Source: an optimization exercise on an open RTL-to-GDS flow (aim: small area). Production flows keep margins and buffers that such runs may drop. Function was checked by simulation only, so behaviour that the tests miss may differ from the original. Power and IR drop assume default switching activity.

==> flow/design.v (excerpt) <==
module kb_core (
    input  wire        clk,
    input  wire        rst,             
    output wire [15:0] col,
    input  wire [5:0]  row,
    output wire        tx_push,
    output wire [63:0] tx_report,
    input  wire        tx_ok,
    input  wire        hreq_valid,
    input  wire        hreq_set,
    input  wire [1:0]  hreq_type,
    input  wire [7:0]  hreq_id,
    input  wire [3:0]  hreq_len,
    input  wire [7:0]  hreq_data,
    output reg         hresp_valid,
    output reg         hresp_err,
    output wire [63:0] hresp_report,
    output reg  [4:0]  leds,
    output reg         boot
);
    reg  [9:0] q;
    reg        scan;
    reg        first;
    wire [3:0] c   = q[7:4];
    wire [3:0] sub = q[3:0];
    assign col = (scan && sub >= 4'd3 && sub <= 4'd8) ? (16'd1 << c) : 16'd0;
    wire smp      = scan && sub == 4'd7;
    wire post_end = !scan && (first ? q == 10'd456 : q == 10'd31);
    always @(posedge clk) begin
        if (rst) begin
            q     <= 10'd2;
            scan  <= 1'b1;
            first <= 1'b1;
        end else if (post_end && !boot) begin
            q     <= 10'd2;
            scan  <= 1'b1;
            first <= 1'b0;
        end else begin
            q <= q + ((scan && sub == 4'd13 && c != 4'd15) ? 10'd5 : 10'd1);
            if (q == 10'd253) scan <= 1'b0;
        end
    end
    function [2:0] deb_next(input [2:0] s, input xi, input fi);
        begin
            if (fi) deb_next = {xi, 2'b00};
            else deb_next = {(s[1] && !s[0]) ? xi : s[2],
                             (xi ^ s[2]) && s[0], (xi ^ s[2]) && !s[1]};
        end
    endfunction
    function [3:0] lpos(input [3:0] cc);    
        lpos = {cc[2:0], 1'b0} + {cc[1:0], 2'b00} + {3'b000, cc[3]};
    endfunction
    reg  [3:0]  ph;
    reg  [17:0] ring [0:15];
    reg  [5:0]  sb [0:1];           
    reg  [1:0]  pend;
    wire [3:0]  cm1  = c - 4'd1;
    wire        hitA = scan && ph == lpos(c);
    wire        hitB = scan && ph == lpos(cm1);
    wire        hitZ = !scan && ph == lpos(4'd15);
    wire        bsel = hitZ || (hitA ? c[0] : cm1[0]);
    wire        upd  = pend[bsel] && (hitA || hitB || hitZ);
    wire [5:0]  x    = sb[bsel];
  ...
Size in the first run: about 510 flip-flops, ~190 I/O pins.
==> module kb_core, before the edit <==
module kb_core (
    input  wire        clk,
    input  wire        rst,             
    output wire [15:0] col,
    input  wire [5:0]  row,
    output wire        tx_push,
    output wire [63:0] tx_report,
    input  wire        tx_ok,
    input  wire        hreq_valid,
    input  wire        hreq_set,
    input  wire [1:0]  hreq_type,
    input  wire [7:0]  hreq_id,
    input  wire [3:0]  hreq_len,
    input  wire [7:0]  hreq_data,
    output reg         hresp_valid,
    output reg         hresp_err,
    output wire [63:0] hresp_report,
    output reg  [4:0]  leds,
    output reg         boot
);
    reg  [9:0] q;
    reg        scan;
    reg        first;
    wire [3:0] c   = q[7:4];
    wire [3:0] sub = q[3:0];
    assign col = (scan && sub >= 4'd3 && sub <= 4'd8) ? (16'd1 << c) : 16'd0;
    wire smp      = scan && sub == 4'd7;
    wire post_end = !scan && (first ? q == 10'd456 : q == 10'd31);
    always @(posedge clk) begin
        if (rst) begin
            q     <= 10'd2;
            scan  <= 1'b1;
            first <= 1'b1;
        end else if (post_end && !boot) begin
            q     <= 10'd2;
            scan  <= 1'b1;
            first <= 1'b0;
        end else begin
            q <= q + ((scan && sub == 4'd13 && c != 4'd15) ? 10'd5 : 10'd1);
            if (q == 10'd253) scan <= 1'b0;
        end
    end
    function [2:0] deb_next(input [2:0] s, input xi, input fi);
        begin
            if (fi) deb_next = {xi, 2'b00};
            else deb_next = {(s[1] && !s[0]) ? xi : s[2],
                             (xi ^ s[2]) && s[0], (xi ^ s[2]) && !s[1]};
        end
    endfunction
    function [3:0] lpos(input [3:0] cc);    
        lpos = {cc[2:0], 1'b0} + {cc[1:0], 2'b00} + {3'b000, cc[3]};
    endfunction
    reg  [3:0]  ph;
    reg  [17:0] ring [0:15];
    reg  [5:0]  sb [0:1];           
    reg  [1:0]  pend;
    wire [3:0]  cm1  = c - 4'd1;
    wire        hitA = scan && ph == lpos(c);
    wire        hitB = scan && ph == lpos(cm1);
    wire        hitZ = !scan && ph == lpos(4'd15);
    wire        bsel = hitZ || (hitA ? c[0] : cm1[0]);
    wire        upd  = pend[bsel] && (hitA || hitB || hitZ);
    wire [5:0]  x    = sb[bsel];
    integer i;
    reg [17:0] tap_new;
    always @(*) begin
        for (i = 0; i < 6; i = i + 1)
            tap_new[i*3 +: 3] = upd ? deb_next(ring[15][i*3 +: 3], x[i], first)
                                    : ring[15][i*3 +: 3];
    end
    always @(posedge clk) begin
        ph <= ph + 4'd1;
        ring[0] <= tap_new;
        for (i = 1; i < 16; i = i + 1)
            ring[i] <= ring[i - 1];
        if (smp) sb[c[0]] <= row;
        if (rst) pend <= 2'b00;
        else begin
            if (upd) pend[bsel] <= 1'b0;
            if (smp) pend[c[0]] <= 1'b1;
        end
    end
    reg  [2:0] fn;
    reg        bc;
    always @(posedge clk) begin
        if (smp && c == 4'd15) fn <= deb_next(fn, row[5], first);
        if (smp && c == 4'd0) bc <= row[0];
    end
    wire layer = fn[2];
    always @(posedge clk) begin
        if (rst) boot <= 1'b0;
        else if (!scan && first && q == 10'd255 && bc) boot <= 1'b1;
    end
    reg        on, set;
    reg  [2:0] er;
    wire [3:0] u     = ph - {1'b0, er} - 4'd1 - {set, 3'b000};
    wire       inwin = q >= 10'd247 && q <= 10'd256;
    wire       start = !first && !on && inwin && ph[2:0] == 3'd0;
    wire       last_cell = er == 3'd5 && u == lpos(4'd15);
    wire       wrap  = (er == 3'd5 && u != lpos(4'd7)) || er == 3'd6;
    always @(posedge clk) begin
        if (rst) on <= 1'b0;
        else if (start) on <= 1'b1;
        else if (on && last_cell) on <= 1'b0;
        if (start) set <= ph[3];
        er <= (!on || wrap) ? 3'd0 : er + 3'd1;
    end
    wire [5:0] lane;
    genvar g;
    generate for (g = 0; g < 6; g = g + 1) begin : gl
        assign lane[g] = set ? ring[g + 8][g*3 + 2] : ring[g][g*3 + 2];
    end endgenerate
    wire pressed = (er == 3'd0) ? lane[0] : (er == 3'd1) ? lane[1] :
                   (er == 3'd2) ? lane[2] : (er == 3'd3) ? lane[3] :
                   (er == 3'd4) ? lane[4] : (er == 3'd5) ? lane[5] : 1'b0;
    wire clr = start;
    wire [7:0] code;
    kb_keymap u_map (.layer(layer), .u(u), .r(er), .code(code));
    wire cls_empty = (code == 8'h00);
    wire cls_sent  = (code[7:2] == 6'd0) && !cls_empty;
    wire cls_mod   = (code[7:3] == 5'b11100);
    wire cls_norm  = !cls_empty && !cls_sent && !cls_mod;
    reg  [7:0] slot [0:5];
    reg  [7:0] mods;
    wire [5:0] z;
    generate for (g = 0; g < 6; g = g + 1) begin : gz
        assign z[g] = (slot[g] == 8'h00);
    end endgenerate
    wire act  = on && pressed;
    wire roll = act && cls_norm && !z[5];
    wire fill = clr || roll || (act && cls_sent);
    wire [7:0] data = clr ? 8'h00 : roll ? 8'h01 : code;
    always @(posedge clk) begin
        for (i = 0; i < 6; i = i + 1)
            if (fill || (act && cls_norm && z[i] && (i == 0 || !z[i - 1 + (i == 0)])))
                slot[i] <= data;
        if (clr) mods <= 8'h00;
        else if (act && cls_mod) mods <= mods | (8'h01 << code[2:0]);
    end
    reg  [55:0] br;
    reg  [55:0] last;
    reg         bv, lv, nz;
    wire run    = !scan && !first;
    wire commit = run && q == 10'd354;
    always @(posedge clk) begin
        if (commit) br <= {slot[5], slot[4], slot[3], slot[2], slot[1], slot[0], mods};
        if (tx_push && tx_ok) last <= br;
        if (clr) nz <= 1'b0;
        else if (act && !cls_empty) nz <= 1'b1;
        if (rst) begin
            bv <= 1'b0;
            lv <= 1'b0;
        end else begin
            if (commit) bv <= 1'b1;
            if (tx_push && tx_ok) lv <= 1'b1;
        end
    end
    assign tx_push   = run && q == 10'd355 && (lv ? (br != last) : nz);
    assign tx_report = {br[55:8], 8'h00, br[7:0]};
    reg rset;
    assign hresp_report = (rset || !bv) ? 64'd0 : tx_report;
    always @(posedge clk) begin
        rset        <= hreq_set;
        hresp_valid <= hreq_valid && !rst;
        hresp_err   <= hreq_set ? !(hreq_type == 2'd2 && hreq_id == 8'd0 && hreq_len == 4'd1)
                                : (hreq_type != 2'd1);
        if (rst) leds <= 5'd0;
        else if (hreq_valid && hreq_set && hreq_type == 2'd2 && hreq_id == 8'd0 && hreq_len == 4'd1)
            leds <= hreq_data[4:0];
    end
endmodule
clock: 10.0 ns
lec_check: 0
abc_area: 1
cap_margin: 20
core_margin: 2
core_utilization: 55
slew_margin: 20
standard.sh (not shown) runs the stock make flow with config.mk's settings and CLKGATE_MAP_FILE= SYNTH_SCRIPT=/design/flow/synth_recipe.tcl, a recipe that flattens the netlist after the stock synthesis.
==> flow/flow/run.sh <==
#!/bin/bash
# The standard layout (standard.sh) with three changes:
# - synthesis maps logic with an area-oriented ABC script (the same synthesis
#   script otherwise, so the registers are the standard synthesis's);
# - port buffers use the smallest buffer cell;
# - a leaner clock tree (sky130_fd_sc_hd__clkbuf_4, clusters of at most 10 sinks within 40 um,
#   no dummy loads).
# standard.sh's output goes to standard.log; ORFS keeps one log per step
# under orfs/logs.
set -euo pipefail
here=$(pwd)
rm -rf "$here/scripts"
cp -r "$FLOW_HOME/scripts" "$here/scripts"
cat > "$here/scripts/abc_area.script" <<'A'
strash
&get -n
&deepsyn -J 50
&put
dch -f
amap
topo
dnsize -c
A
export SCRIPTS_DIR="$here/scripts"
export BUFFER_PORTS_ARGS="-buffer_cell sky130_fd_sc_hd__buf_1"
export CTS_ARGS="-sink_clustering_enable -repair_clock_nets -dont_use_dummy_load -buf_list {sky130_fd_sc_hd__clkbuf_4} -sink_clustering_size 10 -sink_clustering_max_diameter 40"
bash standard.sh > standard.log 2>&1
Rerun with:
--- a/flow/design.v
+++ b/flow/design.v
@@ -148,23 +148,23 @@
     reg        scan;
     reg        first;
     wire [3:0] c   = q[7:4];
     wire [3:0] sub = q[3:0];
-    assign col = (scan && sub >= 4'd3 && sub <= 4'd8) ? (16'd1 << c) : 16'd0;
-    wire smp      = scan && sub == 4'd7;
-    wire post_end = !scan && (first ? q == 10'd456 : q == 10'd31);
+    assign col = (scan && !sub[3] && sub[2:1] != 2'b00) ? (16'd1 << c) : 16'd0;
+    wire smp      = scan && sub == 4'd6;
+    wire post_end = !scan && (first ? q == 10'd455 : q == 10'd30);
     always @(posedge clk) begin
         if (rst) begin
-            q     <= 10'd2;
+            q     <= 10'd1;
             scan  <= 1'b1;
             first <= 1'b1;
         end else if (post_end && !boot) begin
-            q     <= 10'd2;
+            q     <= 10'd1;
             scan  <= 1'b1;
             first <= 1'b0;
         end else begin
-            q <= q + ((scan && sub == 4'd13 && c != 4'd15) ? 10'd5 : 10'd1);
-            if (q == 10'd253) scan <= 1'b0;
+            q <= q + ((scan && sub == 4'd12 && c != 4'd15) ? 10'd5 : 10'd1);
+            if (q == 10'd252) scan <= 1'b0;
         end
     end
     function [2:0] deb_next(input [2:0] s, input xi, input fi);
         begin
@@ -199,13 +199,10 @@
         ring[0] <= tap_new;
         for (i = 1; i < 16; i = i + 1)
             ring[i] <= ring[i - 1];
         if (smp) sb[c[0]] <= row;
-        if (rst) pend <= 2'b00;
-        else begin
-            if (upd) pend[bsel] <= 1'b0;
-            if (smp) pend[c[0]] <= 1'b1;
-        end
+        if (upd) pend[bsel] <= 1'b0;
+        if (smp) pend[c[0]] <= 1'b1;
     end
     reg  [2:0] fn;
     reg        bc;
     always @(posedge clk) begin
@@ -214,14 +211,14 @@
     end
     wire layer = fn[2];
     always @(posedge clk) begin
         if (rst) boot <= 1'b0;
-        else if (!scan && first && q == 10'd255 && bc) boot <= 1'b1;
+        else if (!scan && first && q == 10'd254 && bc) boot <= 1'b1;
     end
     reg        on, set;
     reg  [2:0] er;
     wire [3:0] u     = ph - {1'b0, er} - 4'd1 - {set, 3'b000};
-    wire       inwin = q >= 10'd247 && q <= 10'd256;
+    wire       inwin = q >= 10'd246 && q <= 10'd255;
     wire       start = !first && !on && inwin && ph[2:0] == 3'd0;
     wire       last_cell = er == 3'd5 && u == lpos(4'd15);
     wire       wrap  = (er == 3'd5 && u != lpos(4'd7)) || er == 3'd6;
     always @(posedge clk) begin
@@ -238,9 +235,9 @@
     end endgenerate
     wire pressed = (er == 3'd0) ? lane[0] : (er == 3'd1) ? lane[1] :
                    (er == 3'd2) ? lane[2] : (er == 3'd3) ? lane[3] :
                    (er == 3'd4) ? lane[4] : (er == 3'd5) ? lane[5] : 1'b0;
-    wire clr = start;
+    wire clr = start || rst;        
     wire [7:0] code;
     kb_keymap u_map (.layer(layer), .u(u), .r(er), .code(code));
     wire cls_empty = (code == 8'h00);
     wire cls_sent  = (code[7:2] == 6'd0) && !cls_empty;
@@ -264,28 +261,20 @@
         else if (act && cls_mod) mods <= mods | (8'h01 << code[2:0]);
     end
     reg  [55:0] br;
     reg  [55:0] last;
-    reg         bv, lv, nz;
     wire run    = !scan && !first;
-    wire commit = run && q == 10'd354;
-    always @(posedge clk) begin
-        if (commit) br <= {slot[5], slot[4], slot[3], slot[2], slot[1], slot[0], mods};
-        if (tx_push && tx_ok) last <= br;
-        if (clr) nz <= 1'b0;
-        else if (act && !cls_empty) nz <= 1'b1;
-        if (rst) begin
-            bv <= 1'b0;
-            lv <= 1'b0;
-        end else begin
-            if (commit) bv <= 1'b1;
-            if (tx_push && tx_ok) lv <= 1'b1;
-        end
-    end
-    assign tx_push   = run && q == 10'd355 && (lv ? (br != last) : nz);
+    wire commit = run && q == 10'd353;
+    wire init0  = scan && first && q == 10'd1;
+    wire init1  = scan && first && q == 10'd2;
+    always @(posedge clk) begin
+        if (commit || init0) br <= {slot[5], slot[4], slot[3], slot[2], slot[1], slot[0], mods};
+        if ((tx_push && tx_ok) || init1) last <= br;
+    end
+    assign tx_push   = run && q == 10'd354 && (br != last);
     assign tx_report = {br[55:8], 8'h00, br[7:0]};
     reg rset;
-    assign hresp_report = (rset || !bv) ? 64'd0 : tx_report;
+    assign hresp_report = rset ? 64'd0 : tx_report;
     always @(posedge clk) begin
         rset        <= hreq_set;
         hresp_valid <= hreq_valid && !rst;
         hresp_err   <= hreq_set ? !(hreq_type == 2'd2 && hreq_id == 8'd0 && hreq_len == 4'd1)
Outcome:
- wire length fell by 0.60%
- area after synthesis fell by 0.91%
- die area fell by 0.89%
- final area decreases by 0.88%
- via count stays flat
- setup slack is worse by 0.59 ns
- power rose by 9.0%
- first-iteration DRC count rises by 27%
- hold slack gets better by 0.0091 ns

## what the ideal ports hide
The results above use ideal ports. As a check the final layouts listed here were re-extracted and re-timed, cells and wires unchanged.
Step 1 sets driving cells, clkbuf_16 on the clock port and buf_2 on the other inputs (assumed; they add their load-dependent delay and slew).
Step 2 times the ports against the registers' clock, not the clock port: input delays grow and output delays shrink by t, the midpoint of the rising clock arrivals with the driver on.
Slacks: ideal / step 1 / step 2; pairs: ideal / step 1.
run | shift t [ns] | setup WS [ns] | worst slew at a driven data input, ns
the first run | 0.731 | 3.195 / 3.195 / 3.195 | 0.04
the second run | 0.728 | 2.603 / 2.603 / 2.603 | 0.05
After both steps setup and hold are still met in every run listed.
